This is an optimization exercise on Yosys and OpenROAD, whose aim is small area and a short achievable clock period, not a production implementation. The RTL was checked by simulation tests, not by an equivalence proof against the original design. No activity file was given, so power comes from the tool's default toggle rates.

v52:
## midi_framer
module midi_framer (
    input  wire       clk,
    input  wire       rst,           
    input  wire       in_valid,
    input  wire [7:0] in_byte,
    input  wire       step_en,       
    input  wire       desync_req,    
    output wire       msg_valid,
    output wire [7:0] msg_status,
    output wire [7:0] msg_d1,
    output wire [7:0] msg_d2,
    output wire [1:0] msg_len
);
    wire [7:0] front;
    wire       do_pop, do_check, ovf;
    midi_ring u_ring (
        .clk      (clk),
        .rst      (rst),
        .push     (in_valid),
        .push_byte(in_byte),
        .step_en  (step_en),
        .front    (front),
        .do_pop   (do_pop),
        .do_check (do_check),
        .ovf      (ovf)
    );
    midi_parser u_parser (
        .clk         (clk),
        .rst         (rst),
        .feed        (do_pop),
        .feed_byte   (front),
        .force_desync((do_check & ovf) | desync_req),
        .msg_valid   (msg_valid),
        .msg_status  (msg_status),
        .msg_d1      (msg_d1),
        .msg_d2      (msg_d2),
        .msg_len     (msg_len)
    );
endmodule
Size in the first run: ~560 flip-flops, ~21000 sq um of cells after synthesis.
make LEC_CHECK=0 CAP_MARGIN=20 CORE_MARGIN=2 CORE_UTILIZATION=72 CTS_CLUSTER_DIAMETER=80 CTS_CLUSTER_SIZE=25 PLACE_DENSITY=0.85 SETUP_SLACK_MARGIN=4.6 SLEW_MARGIN=20 finish   # period 7.0 ns
run.sh (not shown) runs the stock make flow with config.mk's settings and CLKGATE_MAP_FILE= SYNTH_SCRIPT=/design/flow/synth_recipe.tcl, a recipe that flattens the netlist after the stock synthesis.
v52 went all the way through the flow, and no timing, DRC or antenna check failed.
What v13 does differently from v52 at the input level:
# v52
export LEC_CHECK = 0
export CAP_MARGIN = 20
export CORE_MARGIN = 2
export CORE_UTILIZATION = 72
export CTS_CLUSTER_DIAMETER = 80
export CTS_CLUSTER_SIZE = 25
export PLACE_DENSITY = 0.85
export SETUP_SLACK_MARGIN = 4.6
export SLEW_MARGIN = 20
create_clock -name core_clock -period 7.0 [get_ports {clk}]
# v13
export LEC_CHECK = 0
export CAP_MARGIN = 20
export CORE_MARGIN = 2
export CORE_UTILIZATION = 50
export CTS_CLUSTER_DIAMETER = 80
export CTS_CLUSTER_SIZE = 25
export PLACE_DENSITY = 0.7
export SETUP_SLACK_MARGIN = 4.55
export SLEW_MARGIN = 20
create_clock -name core_clock -period 7.0 [get_ports {clk}]
Findings:
Between v52 and v13, the count of nets after finishing does not differ in any meaningful way. v52 -> v13: switching share of total power flat. The more densely filled core belongs to v52, not v13. Relative to v52, final standard cell area without fillers increased by about 1% in v13. When the final numbers for v13 and v52 were put side by side, the met1 capacity usage during global routing turned out to be smaller in v13. Wire length of the first global-routing pass shrinks by a few percent when moving from v52 to v13.
## Diff of input files: v3 against v13
# v13
export LEC_CHECK = 0
export CAP_MARGIN = 20
export CORE_MARGIN = 2
export CORE_UTILIZATION = 50
export CTS_CLUSTER_DIAMETER = 80
export CTS_CLUSTER_SIZE = 25
export PLACE_DENSITY = 0.7
export SETUP_SLACK_MARGIN = 4.55
export SLEW_MARGIN = 20
create_clock -name core_clock -period 7.0 [get_ports {clk}]
# v3
export LEC_CHECK = 0
export CAP_MARGIN = 20
export CORE_MARGIN = 2
export CORE_UTILIZATION = 50
export CTS_CLUSTER_DIAMETER = 70
export CTS_CLUSTER_SIZE = 30
export PLACE_DENSITY = 0.7
export SETUP_SLACK_MARGIN = 4.6
export SLEW_MARGIN = 20
create_clock -name core_clock -period 7.0 [get_ports {clk}]
Findings:
- Having completed the whole flow, v3 delivered a layout that passed the timing, DRC and antenna checks.
- Top routing layer in use = met4: v13; top routing layer in use = met5: v3
- v3 does worse than v13 on wire length.
- Diff v13 -> v3 | number of nets in the finished design | increase of 6
- As far as via count of the first global-routing pass is concerned, v3 and v13 perform about the same.
For v36, these inputs were changed with respect to v3:
# v3
export LEC_CHECK = 0
export CAP_MARGIN = 20
export CORE_MARGIN = 2
export CORE_UTILIZATION = 50
export CTS_CLUSTER_DIAMETER = 70
export CTS_CLUSTER_SIZE = 30
export PLACE_DENSITY = 0.7
export SETUP_SLACK_MARGIN = 4.6
export SLEW_MARGIN = 20
create_clock -name core_clock -period 7.0 [get_ports {clk}]
# v36
export LEC_CHECK = 0
export CAP_MARGIN = 20
export CORE_MARGIN = 2
export CORE_UTILIZATION = 50
export CTS_CLUSTER_DIAMETER = 80
export CTS_CLUSTER_SIZE = 25
export PLACE_DENSITY = 0.7
export SETUP_SLACK_MARGIN = 4.6
export SLEW_MARGIN = 20
export TNS_END_PERCENT = 0
create_clock -name core_clock -period 7.0 [get_ports {clk}]
--- outcome ---
Looking at cell with the largest stage delay on the worst path, the sky130_fd_sc_hd__dfxtp_1 result is from v3; the sky130_fd_sc_hd__mux4_2 one comes from v36.
Multi-input combinational cell count came out exactly the same in v3 and v36.
From v3 to v36 the numbers moved as follows: synthesis-to-layout area growth shrank by 2.2 points; final worst slack shrank by 48 ps; average via count per standard cell held steady; count of clock-buffer cells in the layout grew by 43%.
In v36, the share of total power in the clock network came out 1.1 points below the value in v3.
v36 has non-clock buffer count below what v3 had.
Relative to v3, share of final-layout standard cells stronger than drive strength 1 has gone down in v36.
Number of gates resized after CTS: v36 lower than v3
### v36 -> v15
# v36
export LEC_CHECK = 0
export CAP_MARGIN = 20
export CORE_MARGIN = 2
export CORE_UTILIZATION = 50
export CTS_CLUSTER_DIAMETER = 80
export CTS_CLUSTER_SIZE = 25
export PLACE_DENSITY = 0.7
export SETUP_SLACK_MARGIN = 4.6
export SLEW_MARGIN = 20
export TNS_END_PERCENT = 0
create_clock -name core_clock -period 7.0 [get_ports {clk}]
# v15
export LEC_CHECK = 0
export CAP_MARGIN = 20
export CORE_MARGIN = 2
export CORE_UTILIZATION = 50
export CTS_CLUSTER_DIAMETER = 60
export CTS_CLUSTER_SIZE = 35
export PLACE_DENSITY = 0.7
export SETUP_SLACK_MARGIN = 4.8
export SLEW_MARGIN = 20
create_clock -name core_clock -period 7.0 [get_ports {clk}]
==> summary.txt <==
Looking at the reports, v15 completed the entire flow and the layout it produced met the timing, DRC and antenna checks. When v15 is set beside v36, its worst-case headroom to the max-slew limit turns out to be 0.48 points smaller. v15 vs v36 — global-route met1 utilization rose 1.6 points. v15 vs v36: number of standard cells in the layout, taps in and fillers out up in v15. Power (lower): v36.
Changes in v1 relative to v15:
# v15
export LEC_CHECK = 0
export CAP_MARGIN = 20
export CORE_MARGIN = 2
export CORE_UTILIZATION = 50
export CTS_CLUSTER_DIAMETER = 60
export CTS_CLUSTER_SIZE = 35
export PLACE_DENSITY = 0.7
export SETUP_SLACK_MARGIN = 4.8
export SLEW_MARGIN = 20
create_clock -name core_clock -period 7.0 [get_ports {clk}]
# v1
export LEC_CHECK = 0
export CAP_MARGIN = 20
export CORE_MARGIN = 2
export CORE_UTILIZATION = 50
export CTS_CLUSTER_DIAMETER = 80
export CTS_CLUSTER_SIZE = 25
export PLACE_DENSITY = 0.7
export SETUP_SLACK_MARGIN = 4.6
export SLEW_MARGIN = 20
create_clock -name core_clock -period 7.0 [get_ports {clk}]
Results
Number of buffer cells added on primary ports: v1 vs v15, no meaningful difference. In the flow results for v1 and v15, the pin count of the biggest net entering global routing is larger on v1. Max global-route wire length before repair across v1 and v15: v15.

midi_framer, a different RTL version from the one above (not shown whole).
Size: roughly 1000 cells after synthesis, roughly 40 I/O pins.
==> flow/config.mk <==
export PLATFORM = sky130hd
export DESIGN_NAME = midi_framer
export DESIGN_NICKNAME = midi_framer
export VERILOG_FILES = /design/flow/design.v
export SDC_FILE = /design/flow/constraint.sdc
export NUM_CORES = 4
export LEC_CHECK = 0
export CAP_MARGIN = 20
export CORE_MARGIN = 2
export CORE_UTILIZATION = 60
export CTS_BUF_LIST = sky130_fd_sc_hd__clkbuf_2 sky130_fd_sc_hd__clkbuf_4 sky130_fd_sc_hd__clkbuf_8
export PLACE_DENSITY = 0.75
export SETUP_SLACK_MARGIN = 4.5
export SLEW_MARGIN = 20
==> flow/constraint.sdc <==
create_clock -name core_clock -period 7.0 [get_ports {clk}]
set_input_delay 1.4000 -clock core_clock [delete_from_list [all_inputs] [get_ports {clk}]]
set_output_delay 1.4000 -clock core_clock [all_outputs]
set_load 0.01 [all_outputs]
The baseline completed without violations.
Next try:
SETUP_SLACK_MARGIN = unset   (was 4.5)
Area after synthesis stays the same.
Routed wire length decreases by 2.5%.
Total power climbs by 0.50%.
Cell area stays flat.
Combinational power went down by 14%.

midi_framer, a different RTL version from the one above (not shown whole).
clock: 7.0 ns
lec_check: 0
cap_margin: 20
core_margin: 2
core_utilization: 60
cts_buf_list: sky130_fd_sc_hd__clkbuf_2 sky130_fd_sc_hd__clkbuf_4 sky130_fd_sc_hd__clkbuf_8
place_density: 0.75
setup_slack_margin: 4.5
slew_margin: 20
The baseline completed without violations.
==> next run, changes <==
CORE_UTILIZATION = 40   (was 60)
CTS_BUF_LIST = unset   (was sky130_fd_sc_hd__clkbuf_2 sky130_fd_sc_hd__clkbuf_4 sky130_fd_sc_hd__clkbuf_8)
PLACE_DENSITY = 0.6   (was 0.75)
SETUP_SLACK_MARGIN = unset   (was 4.5)
The new run finished clean.
Combinational power drops by 29%.
Power drops by 7.2%.
Via count drops by 8.8%.
Sequential share of layout area climbs by 2.3 points.
Wire length drops by 7.5%.
Synthesized cell count stays the same.
Synthesized area stays the same.
Die area climbs by 49%.
==> next run, changes <==
CORE_UTILIZATION = 60   (was 40)
CTS_BUF_LIST = sky130_fd_sc_hd__clkbuf_4   (was unset)
PLACE_DENSITY = 0.75   (was 0.6)
SETUP_SLACK_MARGIN = 4.0   (was unset)
- cell area climbs slightly
- die area drops by a quarter to a third
- clock power drops by a few percent
- hold slack is better by 12 ps

Setup of job 101:
midi_framer with an RTL version that a note above also has.
Size in the first run: ~1100 cells after synthesis, about 40 I/O pins.
clock: 7.0 ns
lec_check: 0
cap_margin: 20
core_margin: 2
core_utilization: 45
cts_cluster_diameter: 80
cts_cluster_size: 25
place_density: 0.65
setup_slack_margin: 4.6
slew_margin: 20
The following lists how job 102 was set up differently from job 101:
Settings: a change of PLACE_DENSITY from 0.65 to 0.72; a change of CORE_UTILIZATION from 45 to 55.
==> summary.txt <==
The share of the clock period used by the worst path was comparable across job 101 and job 102. Data required time at the worst endpoint: job 101 vs job 102 — no meaningful difference. Taking job 101 as the reference, in job 102 setup slack went down by 4.6 ps; met3 demand-to-capacity share in global routing went up by 0.21 points; final hold slack went down by 15 ps. Of job 101 and job 102, the run reporting the higher wire length per cell after detailed routing was job 102. On combined area of the multi-input logic cells: job 102 sits below job 101. Wire: job 102 routes less than job 101. Compared to job 101, job 102 has post-route minimum period 4.6 ps higher.
For job 103, these inputs were changed with respect to job 102:
Settings: CORE_UTILIZATION changed from 55 to 65; PLACE_DENSITY changed from 0.72 to 0.8.
## What came out
- Going from job 102 to job 103, average wire per standard cell climbed 9.1%; longest individual stage delay on the worst path +230 ps; final critical delay including setup and external delays has increased.
- NOTE: number of fillers in the final layout in job 103 falls short of that of job 102
- From job 102 to job 103 the numbers moved as follows: met2 routed wirelength saw an increase; filler-free cell count of the finished design shrank by 80.
- The higher final clock period utilization by the worst path came out of job 103.
- Achievable frequency in job 103 is 3.4 MHz lower than in job 102
- Adder-cell area share of the yosys netlist: job 102 vs job 103 identical
- Relative to job 102, job 103 degrades setup slack after layout.

==> separate check: timing with driven ports <==
The flow's constraints put no driver on any port. The routed layouts listed below were extracted and timed again, unchanged, in two steps. Step 1 assumes that a clkbuf_16 drives the clock port and a buf_2 every other input. Step 2 also shifts input and output timing later by t, the mid clock arrival at the registers, as if the neighbouring blocks saw the same clock. Three values: no drivers, after step 1, after step 2; two values: the first two.
| run | t, ns | setup WS [ns] | worst hold slack (ns) | worst data-port slew with drivers (ns) |
|---|---|---|---|---|
| v52 | 0.623 | 4.495 / 4.495 / 3.908 | 0.432 / 0.432 / 0.432 | 0.06 |
| v13 | 0.646 | 4.562 / 4.506 / 3.965 | 0.427 / 0.427 / 0.427 | 0.06 |
| v3 | 0.654 | 4.553 / 4.497 / 4.024 | 0.433 / 0.433 / 0.433 | 0.10 |
| v36 | 0.637 | 4.505 / 4.505 / 3.909 | 0.438 / 0.438 / 0.438 | 0.05 |
| v15 | 0.615 | 4.584 / 4.533 / 4.202 | 0.427 / 0.427 / 0.427 | 0.15 |
| v1 | 0.633 | 4.556 / 4.505 / 4.026 | 0.431 / 0.431 / 0.431 | 0.11 |
| the first run of note 2 | 0.676 | 4.473 / 4.473 / 3.796 | 0.422 / 0.422 / 0.422 | 0.06 |
| the second run of note 2 | 0.686 | 3.716 / 3.716 / 3.074 | 0.412 / 0.412 / 0.412 | 0.05 |
| the first run of note 3 | 0.666 | 4.080 / 4.026 / 3.883 | 0.460 / 0.460 / 0.460 | 0.04 |
| the second run of note 3 | 0.669 | 3.389 / 3.330 / 3.055 | 0.420 / 0.420 / 0.420 | 0.04 |
| the third run of note 3 | 0.828 | 3.772 / 3.721 / 3.286 | 0.432 / 0.432 / 0.432 | 0.05 |
| job 101 | 0.636 | 4.581 / 4.524 / 4.050 | 0.440 / 0.440 / 0.440 | 0.06 |
| job 102 | 0.631 | 4.576 / 4.521 / 4.061 | 0.425 / 0.425 / 0.425 | 0.06 |
| job 103 | 0.615 | 4.556 / 4.537 / 4.107 | 0.431 / 0.431 / 0.431 | 0.06 |
After both steps every run listed still meets setup and hold. The setup slack of the first run of note 2, which loses most, moves by 0.000 ns with the drivers and by -0.677 ns with both steps.
